What follows belongs to an exercise in optimizing a design on an open flow for small area; a production flow would make more cautious choices. Power and IR drop assume default switching activity.

==> flow/design.v <==
module ung_tx_engine (
    input  wire        clk,
    input  wire        rst,           
    output wire        req_ready,
    input  wire        tick,
    input  wire        cmd_valid,
    input  wire [31:0] cmd_word,
    input  wire [31:0] cmd_opa,
    input  wire [31:0] cmd_opb,
    output reg         res_valid,
    output wire [7:0]  res_code,
    output wire        tx_valid,
    output reg  [7:0]  tx_byte,
    input  wire        tx_ready
);
    localparam [1:0] F_CD1 = 2'd0;    
    localparam [1:0] F_NOZ = 2'd1;    
    localparam [1:0] F_VOL = 2'd2;    
    localparam [1:0] F_AMT = 2'd3;    
    function [3:0] add3;
        input [3:0] n;
        input       e;
        reg g;
        begin
            g = e & (n[3] | (n[2] & (n[1] | n[0])));
            add3[3] = n[3] | g;
            add3[2] = g ? (n[3] & n[0]) : n[2];
            add3[1] = g ? (n[0] ? n[1] : n[3]) : n[1];
            add3[0] = n[0] ^ g;
        end
    endfunction
    function [31:0] dd_step;
        input [31:0] b;
        input [4:0]  c;
        reg [31:0] t;
        begin
            t[3:0]   = add3(b[3:0],   1'b1);
            t[7:4]   = add3(b[7:4],   c[4] | c[3]);
            t[11:8]  = add3(b[11:8],  c[4] | (c[3] & c[2]));
            t[15:12] = add3(b[15:12], c[4]);
            t[19:16] = add3(b[19:16], c[4] & (c[3] | c[2]));
            t[23:20] = add3(b[23:20], c[4] & c[3]);
            t[27:24] = add3(b[27:24], c[4] & c[3] & c[2]);
            t[31:28] = b[31:28];
            dd_step = {t[30:0], t[31]};
        end
    endfunction
    function [15:0] crc_step;
        input [15:0] c;
        input [7:0]  d;
        reg [7:0] x;
        begin
            x = c[15:8] ^ d;
            x = x ^ (x >> 4);
            crc_step = {c[7:0], 8'h00} ^ {x[3:0], 12'h000} ^ {3'b000, x, 5'b00000} ^ {8'h00, x};
        end
    endfunction
    wire [7:0] c_op   = cmd_word[7:0];
    wire       c_hv   = cmd_word[24];
    wire       c_ha   = cmd_word[25];
    wire       c_ill  = (cmd_word[31:26] != 6'd0) || (c_op == 8'd0) || (c_op > 8'd4);
    wire       c_ovf  = (c_op == 8'd2) &&
                        ((c_hv && cmd_opa > 32'd99999999) || (c_ha && cmd_opb > 32'd99999999));
    wire [7:0] c_d    = {4'd0, c_op[1] & c_op[0], c_op[2], 1'b0, c_op[2]};   
    reg        busy;          
    reg        conv;          
    reg        sweep;         
    reg [1:0]  fk;            
    reg        hv, ha;
    reg [4:0]  cnt;           
    reg [7:0]  addr;
    reg [7:0]  noz;           
    reg [31:0] vol, amt;
    reg [15:0] crc;
    reg        ill;           
    wire [3:0] pos   = cnt[3:0];
    wire       long  = fk[1];
    wire [31:0] pre  = fk[0] ? amt : vol;
    wire       send  = busy && !conv && tx_ready;
    wire       f_end = send && pos == 4'd11;
    wire       a_last = addr[5] && addr[3:0] == 4'hF;    
    assign req_ready = !busy;
    assign tx_valid  = busy && !conv;
    assign res_code  = {6'd0, !busy && !ill, !busy && ill};
    always @(*) begin
        case (pos)
            4'd0:    tx_byte = addr;
            4'd1:    tx_byte = 8'h11;
            4'd2:    tx_byte = {6'd0, fk} + 8'd1;
            4'd3:    tx_byte = long ? 8'h04 : 8'h01;
            4'd4:    tx_byte = pre[31:24];
            4'd5:    tx_byte = pre[23:16];
            4'd6:    tx_byte = pre[15:8];
            4'd7:    tx_byte = long ? pre[7:0] : noz;
            4'd8:    tx_byte = crc[7:0];
            4'd9:    tx_byte = crc[15:8];
            4'd10:   tx_byte = 8'h03;
            default: tx_byte = 8'hFA;
        endcase
    end
    always @(posedge clk) begin
        if (rst) begin
            busy      <= 1'b0;
            res_valid <= 1'b0;
        end else begin
            res_valid <= !busy && !tick && cmd_valid;
            if (!busy)
                busy <= tick || (cmd_valid && !c_ill && !c_ovf);
            else if (f_end && fk == F_CD1 && (!sweep || a_last))
                busy <= 1'b0;
        end
    end
    always @(posedge clk) begin
        ill <= c_ill;
        if (!busy) begin
            conv  <= 1'b1;
            cnt   <= 5'd5;
            sweep <= tick;
            fk    <= (!tick && c_op == 8'd2) ? F_NOZ : F_CD1;
            hv    <= c_hv;
            ha    <= c_ha;
            addr  <= tick ? 8'h50 : cmd_word[15:8];
            noz   <= tick ? 8'h00 : (c_op == 8'd2) ? cmd_word[23:16] : c_d;
            vol   <= {cmd_opa[26:0], 5'd0};
            amt   <= {cmd_opb[26:0], 5'd0};
        end else if (conv) begin
            cnt <= cnt + 5'd1;
            if (cnt == 5'd31)
                conv <= 1'b0;
            vol <= dd_step(vol, cnt);
            amt <= dd_step(amt, cnt);
        end else if (tx_ready) begin
            if (pos == 4'd11) begin
                cnt <= 5'd0;
                case (fk)
                    F_NOZ: begin
                        fk  <= hv ? F_VOL : ha ? F_AMT : F_CD1;
                        noz <= 8'h06;
                    end
                    F_VOL:   fk <= ha ? F_AMT : F_CD1;
                    F_AMT:   fk <= F_CD1;
                    default: addr[5:0] <= addr[5:0] + 6'd1;
                endcase
            end else if (pos == 4'd3 && !long)
                cnt <= 5'd7;
            else
                cnt <= cnt + 5'd1;
        end
        if (!busy || f_end)
            crc <= 16'hFFFF;
        else if (send && !pos[3])
            crc <= crc_step(crc, tx_byte);
    end
endmodule
clock: 25.0 ns
lec_check: 0
cap_margin: 20
core_margin: 2
core_utilization: 40
place_density: 0.6
slew_margin: 20
standard.sh (not shown) runs the stock make flow with config.mk's settings and CLKGATE_MAP_FILE= SYNTH_SCRIPT=/design/flow/synth_recipe.tcl, a recipe that flattens the netlist after the stock synthesis.
==> flow/flow/run.sh <==
#!/bin/bash
# Standard layout, with the smallest buffer on the ports.
set -euo pipefail
export BUFFER_PORTS_ARGS="-buffer_cell sky130_fd_sc_hd__buf_1"
bash standard.sh > flow_make.log 2>&1
Rerun with:
--- a/flow/design.v
+++ b/flow/design.v
@@ -79,27 +79,46 @@
     wire       send  = busy && !conv && tx_ready;
     wire       f_end = send && pos == 4'd11;
     wire       a_last = addr[5] && addr[3:0] == 4'hF;    
     assign req_ready = !busy;
     assign tx_valid  = busy && !conv;
     assign res_code  = {6'd0, !busy && !ill, !busy && ill};
+    wire s0  = pos == 4'd0;
+    wire s1  = pos == 4'd1;
+    wire s2  = pos == 4'd2;
+    wire s3  = pos == 4'd3;
+    wire s4  = pos == 4'd4;
+    wire s5  = pos == 4'd5;
+    wire s6  = pos == 4'd6;
+    wire s7  = pos == 4'd7;
+    wire s8  = pos == 4'd8;
+    wire s9  = pos == 4'd9;
+    wire s10 = pos == 4'd10;
+    wire s11 = pos == 4'd11;
+    wire sv  = !fk[0];
+    wire sa  = fk[0];
+    wire [7:0] c_type = {5'd0, fk == F_AMT, fk[1] ^ fk[0], !fk[0]};    
     always @(*) begin
-        case (pos)
-            4'd0:    tx_byte = addr;
-            4'd1:    tx_byte = 8'h11;
-            4'd2:    tx_byte = {6'd0, fk} + 8'd1;
-            4'd3:    tx_byte = long ? 8'h04 : 8'h01;
-            4'd4:    tx_byte = pre[31:24];
-            4'd5:    tx_byte = pre[23:16];
-            4'd6:    tx_byte = pre[15:8];
-            4'd7:    tx_byte = long ? pre[7:0] : noz;
-            4'd8:    tx_byte = crc[7:0];
-            4'd9:    tx_byte = crc[15:8];
-            4'd10:   tx_byte = 8'h03;
-            default: tx_byte = 8'hFA;
-        endcase
+        tx_byte = ({8{s0}} & addr)
+                | ({8{s1}} & 8'h11)
+                | ({8{s2}} & c_type)
+                | ({8{s3 & long}} & 8'h04)
+                | ({8{s3 & !long}} & 8'h01)
+                | ({8{s4 & sv}} & vol[31:24])
+                | ({8{s5 & sv}} & vol[23:16])
+                | ({8{s6 & sv}} & vol[15:8])
+                | ({8{s7 & long & sv}} & vol[7:0])
+                | ({8{s4 & sa}} & amt[31:24])
+                | ({8{s5 & sa}} & amt[23:16])
+                | ({8{s6 & sa}} & amt[15:8])
+                | ({8{s7 & long & sa}} & amt[7:0])
+                | ({8{s7 & !long}} & noz)
+                | ({8{s8}} & crc[7:0])
+                | ({8{s9}} & crc[15:8])
+                | ({8{s10}} & 8'h03)
+                | ({8{s11}} & 8'hFA);
     end
     always @(posedge clk) begin
         if (rst) begin
             busy      <= 1'b0;
             res_valid <= 1'b0;
         end else begin
- The changed run finished with timing, DRC and antenna clean
- worst hold slack is better by 0.0063 ns
- sequential share of layout area increases by 0.26 points
- setup slack degrades by 0.42 ns
- final cell count drops slightly
- global-route usage goes up by 1.7 points
- non-clock buffer count went down by 1
- sequential power stays flat
- routed wire length rises by a little under a tenth
- clock power goes down by a little under a tenth
- synthesized cell count shrinks slightly
- via count rose by a few percent
- maximum frequency is lower by a few percent
- combinational power fell by a few percent
- flip-flop and latch count stays the same
No functional check of the RTL was part of any run of this note.

==> separate check: timing with driven ports <==
How much do the figures lean on ideal ports? The routed layouts below were timed once more, with nothing changed but the port constraints. Step 1, drivers: a clkbuf_16 drives clk and a buf_2 each remaining input, both assumed. Step 2 also shifts input and output timing later by t, the mid clock arrival at the registers, as if the neighbouring blocks saw the same clock. Three values: no drivers, after step 1, after step 2; two values: the first two.
| run | t, ns | setup WS [ns] | worst setup path at the end | slew at the worst register clock pin (ns) | worst data-port slew with drivers (ns) |
|---|---|---|---|---|---|
| the first run | 0.403 | 17.402 / 17.356 / 17.760 | register to output | 0.08 / 0.08 | 0.04 |
| the second run | 0.403 | 16.982 / 16.938 / 17.342 | register to output | 0.07 / 0.07 | 0.05 |
After both steps setup and hold are still met in every run listed.
